Background: an optimization exercise with open tools, aiming at small area, a short achievable clock period and few clock cycles. Do not read the settings as production practice.
Function was checked by simulation only, so behaviour that the tests miss may differ from the original.
No activity file was given, so power comes from the tool's default toggle rates.

<file path="flow/run.sh">
#!/bin/bash
# synth_recipe.tcl (not shown) runs the flow's synth.tcl, then flattens the netlist and writes it again
# the make line also repeats each setting of config.mk as NAME=value (left out here)
make -C /OpenROAD-flow-scripts/flow DESIGN_CONFIG=/design/flow/config.mk WORK_HOME=/design/flow/orfs CLKGATE_MAP_FILE= SYNTH_SCRIPT=/design/flow/synth_recipe.tcl finish
</file>
<file path="flow/config.mk">
export PLATFORM = sky130hd
export DESIGN_NAME = bie_cksum
export DESIGN_NICKNAME = bie_cksum
export VERILOG_FILES = /design/flow/design.v
export SDC_FILE = /design/flow/constraint.sdc
export NUM_CORES = 4
export LEC_CHECK = 0
export CAP_MARGIN = 20
export CORE_MARGIN = 2
export CORE_UTILIZATION = 40
export SLEW_MARGIN = 20
</file>
<file path="flow/constraint.sdc">
create_clock -name core_clock -period 10.0 [get_ports {clk}]
set_input_delay 2.0000 -clock core_clock [delete_from_list [all_inputs] [get_ports {clk}]]
set_output_delay 2.0000 -clock core_clock [all_outputs]
set_load 0.01 [all_outputs]
</file>
<file path="flow/design.v">
module bie_cksum (
    input  wire        clk,
    input  wire        rst_n,        
    input  wire        bus_valid,
    input  wire        bus_write,
    input  wire [1:0]  bus_size,     
    input  wire [15:0] bus_addr,
    input  wire [31:0] bus_wdata,
    output reg         bus_rvalid,
    output reg  [31:0] bus_rdata,
    output reg         bus_err,
    output wire        irq
);
    localparam BUF_BYTES = 256;
    localparam BUF_WORDS = BUF_BYTES / 4;
    localparam A_ID       = 16'h0000;
    localparam A_CFG_NR   = 16'h0004;
    localparam A_CFG_RB   = 16'h0008;
    localparam A_CFG_BB   = 16'h000C;
    localparam A_CTRL     = 16'h0010;
    localparam A_STATUS   = 16'h0014;
    localparam A_CMD      = 16'h0018;
    localparam A_ARG0     = 16'h0020;
    localparam A_ARG1     = 16'h0024;
    localparam A_ARG2     = 16'h0028;
    localparam A_ARG3     = 16'h002C;
    localparam A_ARG4     = 16'h0030;
    localparam A_RESULT0  = 16'h0040;
    localparam A_RESULT1  = 16'h0044;
    localparam A_BUF      = 16'h1000;
    localparam E_ILLEGAL  = 8'h01;
    localparam E_BUFRANGE = 8'h05;
    localparam S_IDLE   = 3'd0;
    localparam S_CHECK  = 3'd1;
    localparam S_LOAD   = 3'd2;
    localparam S_BIT    = 3'd3;
    localparam S_FINISH = 3'd4;
    reg        ctrl_ie;
    reg        st_done, st_err, st_werr;
    reg [7:0]  st_errcode;
    reg [31:0] cmd_r;
    reg [31:0] arg0, arg1, arg2, arg3, arg4;
    reg [31:0] result0, result1;
    reg [31:0] buf_mem [0:BUF_WORDS-1];    
    reg [2:0]  state;
    wire       busy = (state != S_IDLE);
    assign irq = st_done & ctrl_ie;
    wire acc_ok    = bus_valid && (bus_size == 2'd2) && (bus_addr[1:0] == 2'b00);
    wire is_buf    = (bus_addr >= A_BUF) && (bus_addr < A_BUF + BUF_BYTES);
    wire [5:0] buf_widx = bus_addr[7:2];
    reg mapped;
    always @(*) begin
        case (bus_addr)
            A_ID, A_CFG_NR, A_CFG_RB, A_CFG_BB, A_CTRL, A_STATUS, A_CMD,
            A_ARG0, A_ARG1, A_ARG2, A_ARG3, A_ARG4, A_RESULT0, A_RESULT1: mapped = 1'b1;
            default: mapped = is_buf;
        endcase
    end
    wire acc_good = acc_ok && mapped;
    wire wr       = acc_good && bus_write;
    wire rd       = acc_good && !bus_write;
    wire [31:0] status_word = {16'h0, st_errcode, 2'b00, irq, st_werr, 1'b0, st_err, st_done, busy};
    reg [31:0] rdata_mux;
    always @(*) begin
        case (bus_addr)
            A_ID:      rdata_mux = 32'h42490100;
            A_CFG_NR:  rdata_mux = 32'd0;
            A_CFG_RB:  rdata_mux = 32'd0;
            A_CFG_BB:  rdata_mux = BUF_BYTES;
            A_CTRL:    rdata_mux = {30'h0, ctrl_ie, 1'b0};
            A_STATUS:  rdata_mux = status_word;
            A_CMD:     rdata_mux = cmd_r;
            A_ARG0:    rdata_mux = arg0;
            A_ARG1:    rdata_mux = arg1;
            A_ARG2:    rdata_mux = arg2;
            A_ARG3:    rdata_mux = arg3;
            A_ARG4:    rdata_mux = arg4;
            A_RESULT0: rdata_mux = result0;
            A_RESULT1: rdata_mux = result1;
            default:   rdata_mux = is_buf ? buf_mem[buf_widx] : 32'h0;
        endcase
    end
    always @(posedge clk) begin
        if (!rst_n) begin
            bus_rvalid <= 1'b0;
            bus_rdata  <= 32'h0;
            bus_err    <= 1'b0;
        end else begin
            bus_rvalid <= bus_valid;
            bus_err    <= bus_valid && !acc_good;
            bus_rdata  <= rd ? rdata_mux : 32'h0;
        end
    end
    wire wr_cmd    = wr && (bus_addr == A_CMD);
    wire wr_arg    = wr && (bus_addr >= A_ARG0) && (bus_addr <= A_ARG4);
    wire wr_buf    = wr && is_buf;
    wire wr_ctrl   = wr && (bus_addr == A_CTRL);
    wire wr_status = wr && (bus_addr == A_STATUS);
    wire soft_rst  = wr_ctrl && bus_wdata[0];
    wire dropped   = busy && (wr_cmd || wr_arg || wr_buf);
    wire issue     = !busy && wr_cmd;
    always @(posedge clk) begin
        if (wr_buf && !busy)
            buf_mem[buf_widx] <= bus_wdata;
    end
    wire [7:0] opc = cmd_r[7:0];
    wire       is_nop   = (opc == 8'h00);
    wire       is_crc   = (opc[7:4] == 4'h1) && (opc[3:2] == 2'b00);
    wire       is_add   = (opc[7:4] == 4'h2) && (opc[3:2] == 2'b00);
    wire       is_xorb  = (opc == 8'h24);
    wire       is_par8  = (opc == 8'h25);
    wire       is_lfsr  = (opc[7:4] == 4'h3) && (opc[3:2] == 2'b00);
    wire       legal    = (cmd_r[31:8] == 24'h0) &&
                          (is_nop || is_crc || is_add || is_xorb || is_par8 || is_lfsr);
    wire       refl     = opc[0];    
    wire       w16      = opc[1];    
    wire       uses_buf = is_crc || is_add || is_xorb || is_lfsr;
    wire       range_bad = ({1'b0, arg0} + {1'b0, arg1}) > BUF_BYTES;
    wire [15:0] poly = w16 ? arg2[15:0] : {8'h00, arg2[7:0]};
    wire [15:0] seed = w16 ? arg3[15:0] : {8'h00, arg3[7:0]};
    wire [15:0] xo   = w16 ? arg4[15:0] : {8'h00, arg4[7:0]};
    reg [7:0]  ptr;        
    reg [8:0]  cnt;        
    reg [2:0]  bitn;       
    reg [15:0] crc;        
    reg [15:0] acc;        
    reg [7:0]  eac;        
    reg [15:0] sum;        
    reg [7:0]  sh;         
    wire [31:0] cur_word = buf_mem[ptr[7:2]];
    wire [7:0]  cur_byte = cur_word[8*ptr[1:0] +: 8];
    function [7:0] eac_add(input [7:0] c, input [7:0] v);
        reg [8:0] t;
        begin
            t = {1'b0, c} + {1'b0, v};
            eac_add = t[8] ? (t[7:0] + 8'd1) : t[7:0];
        end
    endfunction
    function [15:0] crc_step(input [15:0] c, input [15:0] p, input r, input w);
        begin
            if (r)
                crc_step = c[0] ? ((c >> 1) ^ p) : (c >> 1);
            else if (w)
                crc_step = c[15] ? ((c << 1) ^ p) : (c << 1);
            else
                crc_step = {8'h00, c[7] ? ({c[6:0], 1'b0} ^ p[7:0]) : {c[6:0], 1'b0}};
        end
    endfunction
    function [15:0] key_step(input [15:0] k, input [15:0] g, input r, input w);
        begin
            if (!r)
                key_step = k[0] ? ((k >> 1) ^ g) : (k >> 1);
            else if (w)
                key_step = k[15] ? ((k << 1) ^ g) : (k << 1);
            else
                key_step = {8'h00, k[7] ? ({k[6:0], 1'b0} ^ g[7:0]) : {k[6:0], 1'b0}};
        end
    endfunction
    wire data_bit = refl ? sh[0] : sh[7];
    always @(posedge clk) begin
        if (!rst_n || soft_rst) begin
            state      <= S_IDLE;
            ctrl_ie    <= 1'b0;
            st_done    <= 1'b0;
            st_err     <= 1'b0;
            st_errcode <= 8'h00;
            st_werr    <= 1'b0;
            cmd_r      <= 32'h0;
            arg0       <= 32'h0;
            arg1       <= 32'h0;
            arg2       <= 32'h0;
            arg3       <= 32'h0;
            arg4       <= 32'h0;
            result0    <= 32'h0;
            result1    <= 32'h0;
            ptr        <= 8'd0;
            cnt        <= 9'd0;
            bitn       <= 3'd0;
            crc        <= 16'h0;
            acc        <= 16'h0;
            eac        <= 8'h0;
            sum        <= 16'h0;
            sh         <= 8'h0;
        end else begin
            if (wr_ctrl)
                ctrl_ie <= bus_wdata[1];
            if (wr_status) begin
                if (bus_wdata[1]) st_done <= 1'b0;
                if (bus_wdata[2]) begin
                    st_err     <= 1'b0;
                    st_errcode <= 8'h00;
                end
                if (bus_wdata[4]) st_werr <= 1'b0;
            end
            if (dropped)
                st_werr <= 1'b1;
            if (!busy && wr_arg) begin
                case (bus_addr)
                    A_ARG0: arg0 <= bus_wdata;
                    A_ARG1: arg1 <= bus_wdata;
                    A_ARG2: arg2 <= bus_wdata;
                    A_ARG3: arg3 <= bus_wdata;
                    default: arg4 <= bus_wdata;
                endcase
            end
            if (issue) begin
                cmd_r      <= bus_wdata;
                st_done    <= 1'b0;
                st_err     <= 1'b0;
                st_errcode <= 8'h00;
                state      <= S_CHECK;
            end
            case (state)
                S_CHECK: begin
                    crc  <= seed;
                    acc  <= 16'h0;
                    eac  <= 8'h0;
                    sum  <= 16'h0;
                    bitn <= 3'd0;
                    cnt  <= arg1[8:0];
                    ptr  <= (is_lfsr && refl) ? (arg0[7:0] + arg1[7:0] - 8'd1) : arg0[7:0];
                    if (!legal) begin
                        st_err     <= 1'b1;
                        st_errcode <= E_ILLEGAL;
                        st_done    <= 1'b1;
                        state      <= S_IDLE;
                    end else if (uses_buf && range_bad) begin
                        st_err     <= 1'b1;
                        st_errcode <= E_BUFRANGE;
                        st_done    <= 1'b1;
                        state      <= S_IDLE;
                    end else if (is_nop) begin
                        st_done    <= 1'b1;
                        state      <= S_IDLE;
                    end else if (is_par8) begin
                        result0    <= {31'h0, ^arg0[7:0]};
                        result1    <= 32'h0;
                        st_done    <= 1'b1;
                        state      <= S_IDLE;
                    end else begin
                        state      <= S_LOAD;
                    end
                end
                S_LOAD: begin
                    if (cnt == 9'd0) begin
                        state <= S_FINISH;
                    end else if (is_crc) begin
                        if (w16 && !refl)
                            crc <= crc ^ {cur_byte, 8'h00};
                        else
                            crc <= crc ^ {8'h00, cur_byte};
                        bitn  <= 3'd0;
                        state <= S_BIT;
                    end else if (is_lfsr) begin
                        sh    <= cur_byte;
                        bitn  <= 3'd0;
                        state <= S_BIT;
                    end else begin
                        if (is_xorb) begin
                            acc <= acc ^ {8'h00, cur_byte};
                        end else if (w16) begin
                            sum <= sum + {12'h0, cur_byte[7:4]} + {12'h0, cur_byte[3:0]};
                            eac <= eac_add(eac_add(eac, {4'h0, cur_byte[7:4]}), {4'h0, cur_byte[3:0]});
                        end else begin
                            sum <= sum + {8'h0, cur_byte};
                            eac <= eac_add(eac, cur_byte);
                        end
                        ptr <= ptr + 8'd1;
                        cnt <= cnt - 9'd1;
                    end
                end
                S_BIT: begin
                    if (is_crc) begin
                        crc <= crc_step(crc, poly, refl, w16);
                    end else begin
                        if (data_bit)
                            acc <= acc ^ crc;
                        crc <= key_step(crc, poly, refl, w16);
                        sh  <= refl ? (sh >> 1) : (sh << 1);
                    end
                    bitn <= bitn + 3'd1;
                    if (bitn == 3'd7) begin
                        ptr   <= (is_lfsr && refl) ? (ptr - 8'd1) : (ptr + 8'd1);
                        cnt   <= cnt - 9'd1;
                        state <= S_LOAD;
                    end
                end
                S_FINISH: begin
                    if (is_crc) begin
                        result0 <= {16'h0, crc};
                        result1 <= 32'h0;
                    end else if (is_lfsr) begin
                        result0 <= {16'h0, acc ^ xo};
                        result1 <= 32'h0;
                    end else if (is_xorb) begin
                        result0 <= {24'h0, acc[7:0]};
                        result1 <= {31'h0, ^acc[7:0]};
                    end else begin
                        result0 <= {24'h0, refl ? eac : sum[7:0]};
                        result1 <= {16'h0, sum};
                    end
                    st_done <= 1'b1;
                    state   <= S_IDLE;
                end
                default: ;
            endcase
        end
    end
endmodule
</file>
==> results.yml <==
outcome:
  status: "no timing/DRC/antenna violations"
synthesis:
  syn_area_mm2: 0.115
  ys_seq_area_frac: 0.599
  synthCells: 7183
  syn_nets: 7329
  synth-compound-area-share: 0.0726
  synth.avg_cell_area_um2: 16.0
  synth_top_family_by_area: "multiplexers"
  synth_flop_cell: "edfxtp_1"
  ys_ff_latch: 2411
  yosysWarnings: 1
  synth-simple-area-share: 0.0498
  synth_cell_type_count: 86
  async_flop_share: 0
  synth.area.mux_share: 0.233
  synth_adder_area_share: 0.0107
  synth_edf_count: 2048
  synth_xor_area_frac: 0.0101
cts:
  cts_hold_buffers: 0
  cts_sinks: 2411
  clk_latency_ps: 880
  clock_tree.buffer_depth: 4
  cts_setup_buffers: 0
  cts_resized: 0
  clkTransAtPathRegs_ps: 60
  numCtsBuffers: 271
  htreeDepth: 5
  cts_tree: "yes"
  root_buffer: "clkbuf_16"
grt:
  gr-total-overflow: 0
  use_met1: 0.377
  grt_max_degree: 111
  track_usage: 0.286
  grt_pass1_vias: 73496
  use_met2: 0.431
  met3_usage: 0.0878
  grt_pass1_wl_um: 585000
  antenna_found_initial: 17
  grt_most_used_layer: "met2"
setup_path:
  critPathCapture: "eac[3]"
  worst-endpoint-required_ps: 10690
  cpPeakStageDelay_ps: 1060
  worstSetupPathType: "flop to flop"
  path_cells: "buf_12, mux4_2, a22o_1, a221oi_1, o22ai_1, nor4_1, mux2_2, inv_1, ha_1, fa_1, a21o_1, a21oi_1, nor3_1, xor2_1, ha_1, fa_1, a21o_1, a21o_1, and4_1, nand4_1, xnor2_1, a222oi_1, nor2_1"
  critPathLaunchType: "flop"
  endpoint_kind: "flop"
  arrival_ps: 8870
  critPathMaxFanout: 42
  r2r_end: "eac[3]"
  r2r_cells: 23
  cp_slowest_cell: "dfxtp_4"
  path_common_cell: "a21o_1"
  reg2reg_slack_ps: 1820
sta:
  max_slew_margin: 0.107
  finalCritPeriodShare: 0.818
  rsz0062_at_grt: "no"
  tns_ps: 0
  max_freq_mhz: 122
  post-route-min-period_ps: 8180
  slew_viol_final: 0
  hold_viol: 0
  worstMarginPinSlew_ps: 1320
  finalSetupViolCount: 0
  fin_skew_ps: 76.2
finish:
  final_common_cell: "edfxtp_1"
  area_delta_synth_final_pct: 12.6
  filler_cell_count: 24597
  final_cell_mix: "edfxtp_1, mux4_2, nand2_1"
  drive_above_1_share: 0.251
  multi_input_area_mm2: 0.0439
  fin_nets: 7389
  layout.cells.non_filler: 11207
  design_area_mm2: 0.129
  final-seq-area_mm2: 0.0688
route:
  drt-wirelength-per-cell_um: 37.8
  route.detailed.drc: 0
  via_count: 75647
  antenna_left: 0
  first_pass_iters: 8
  routed_wl_um: 424000
  drt-initial-drc-count: 12282
  vias_per_cell: 6.75
place:
  placed_area_mm2: 0.121
  io_buffers: 88
  hpwl_um: 260000
  place_inst: 10732
  place_congestion: 0.935
floorplan:
  start_util: 0.402
  num_io_pins: 89
  die_h_um: 540
  num_rows: 196
  core_area_mm2: 0.285
  die_area_mm2: 0.291
  die_w_um: 540
power:
  power.switching_mw: 4.73
  pwr-share-clk: 0.456
  p_leak_nw: 39.3
  p_int_mw: 16.9
  swShare: 0.219
  power_density_mw_per_mm2: 168
  combPwrFrac: 0.041
  max-vdd-ir-drop_mv: 0.128
  seqPwrFrac: 0.503
job:
  cap_violations: 0
hold_path:
  hp-class: "flop to flop"
[cells by family (layout without fill, tap and decap cells)]
logic type,count (synthesis),count (layout)
AOI/OAI and AO/OA,1242,1242
xor gates and xnor gates,132,132
adders and majority gates,92,92
buffers and inverters,617,871
DFF,2411,2411
muxes,1370,1370
other,0,8
and+or+nand+nor,1319,1319
[power by group through the flow]
stage / logic [mW] / clock network [mW] / registers (mW)
5_1_grt: 0.920 / 10.3 / 10.9
3_3_place_gp: 0.864 / 0 / 11.1
3_5_place_dp: 0.872 / 0 / 11.1
2_1_floorplan: 0.457 / 0 / 11.1
6_report: 0.893 / 9.86 / 10.9
4_1_cts: 0.873 / 9.89 / 10.9
[worst max-delay path, delay by kind of cell (launching register included)]
family                   cells  cell delay (ps)
XOR/XNOR                     2              240
adder cells (fa/ha/maj)      4             1420
flip-flops                   1             1060
AO/OA/AOI/OAI                8             2370
buffers and inverters        2              610
AND/OR/NAND/NOR              5             1150
multiplexers                 2             1060
[how the worst min path moves through the flow]
stage | from | end | depth (start not counted)
global placement | st_errcode[6] | st_errcode[6] | 2
finish | st_errcode[3] | st_errcode[3] | 2
CTS | st_errcode[5] | st_errcode[5] | 2
detailed placement | st_errcode[5] | st_errcode[5] | 2
global route | st_errcode[1] | st_errcode[1] | 2
floorplan | st_errcode[1] | st_errcode[1] | 2
[flip-flops by register name, summed over array words and instances, names as in the netlist, 32 cells and up, named ones only]
signal,cells
arg0,32
arg1,32
arg2,32
arg3,32
arg4,32
buf_mem,2048
bus_rdata,32
cmd_r,32
[per-layer routing]
metal | vias to the layer above | part of all wire
li1 | 29526 | -
met1 | 39580 | 0.36
met2 | 5501 | 0.45
met3 | 1034 | 0.13
met4 | 6 | 0.055
met5 | - | 0.00017
[cell usage after synthesis (25+ instances only)]
library cell | instances | area (µm²)
a211oi_1 | 27 | 203
a21o_1 | 31 | 233
a21oi_1 | 405 | 2030
a221oi_1 | 84 | 736
a222oi_1 | 30 | 300
a22o_1 | 89 | 780
a22oi_1 | 176 | 1320
a31oi_1 | 36 | 225
a41oi_1 | 29 | 254
buf_1 | 64 | 240
buf_2 | 114 | 571
buf_4 | 42 | 315
buf_6 | 25 | 282
clkbuf_1 | 312 | 1170
dfxtp_1 | 363 | 7270
edfxtp_1 | 2048 | 61500
ha_1 | 81 | 1010
inv_1 | 51 | 191
mux2i_1 | 310 | 3100
mux4_2 | 1041 | 23400
nand2_1 | 690 | 2590
nand3_1 | 104 | 521
nand4_1 | 29 | 181
nor2_1 | 275 | 1030
nor2b_1 | 28 | 175
nor3_1 | 54 | 270
o21ai_0 | 106 | 531
o22ai_1 | 86 | 538
xnor2_1 | 66 | 578
xor2_1 | 66 | 578
[stage by stage]
stage / setup slack (ps) / hold WS, ps / power, mW / util
floorplan: 4260 / 409 / 11.6 / -
global placement: 1620 / 415 / 12.0 / 0.423
detailed placement: 2000 / 421 / 12.0 / 0.423
CTS: 1950 / 429 / 21.7 / 0.453
global route: 1560 / 449 / 22.1 / 0.453
finish: 1820 / 432 / 21.6 / 0.453
[cell type report]
class	count	area share
Antenna cell	8	0.000155
Clock buffer	340	0.0564
Clock inverter	127	0.00945
Inverter	57	0.00166
Multi-Input combinational cell	4155	0.340
Sequential cell	2411	0.532
Tap cell	3762	0.0364
Timing Repair Buffer	347	0.0238
Testbench counts, summed over its fixed seeds: cycles 131,311.

separate check: timing with driven ports:
Ports are ideal in the flow. The routed layout listed here was re-timed in OpenROAD. Step 1 assumes that a clkbuf_16 drives the clock port and a buf_2 every other input. Step 2, shift: input delay + t, output delay - t, t = (earliest + latest rising clock arrival at the registers) / 2. This alone moves slack from input paths to output paths. Slacks: ideal / step 1 / step 2; pairs: ideal / step 1.
t (ns): 0.938
setup WS [ns]: 1.819 / 1.819 / 1.819
latest minus earliest clock arrival (ns): 0.076 / 0.076
worst data-port slew with drivers (ns): 0.10
pins driven straight from the clock port: 1
After both steps this run still meets setup and hold. The setup slack of this run moves by 0.000 ns with the drivers and by 0.000 ns with both steps.
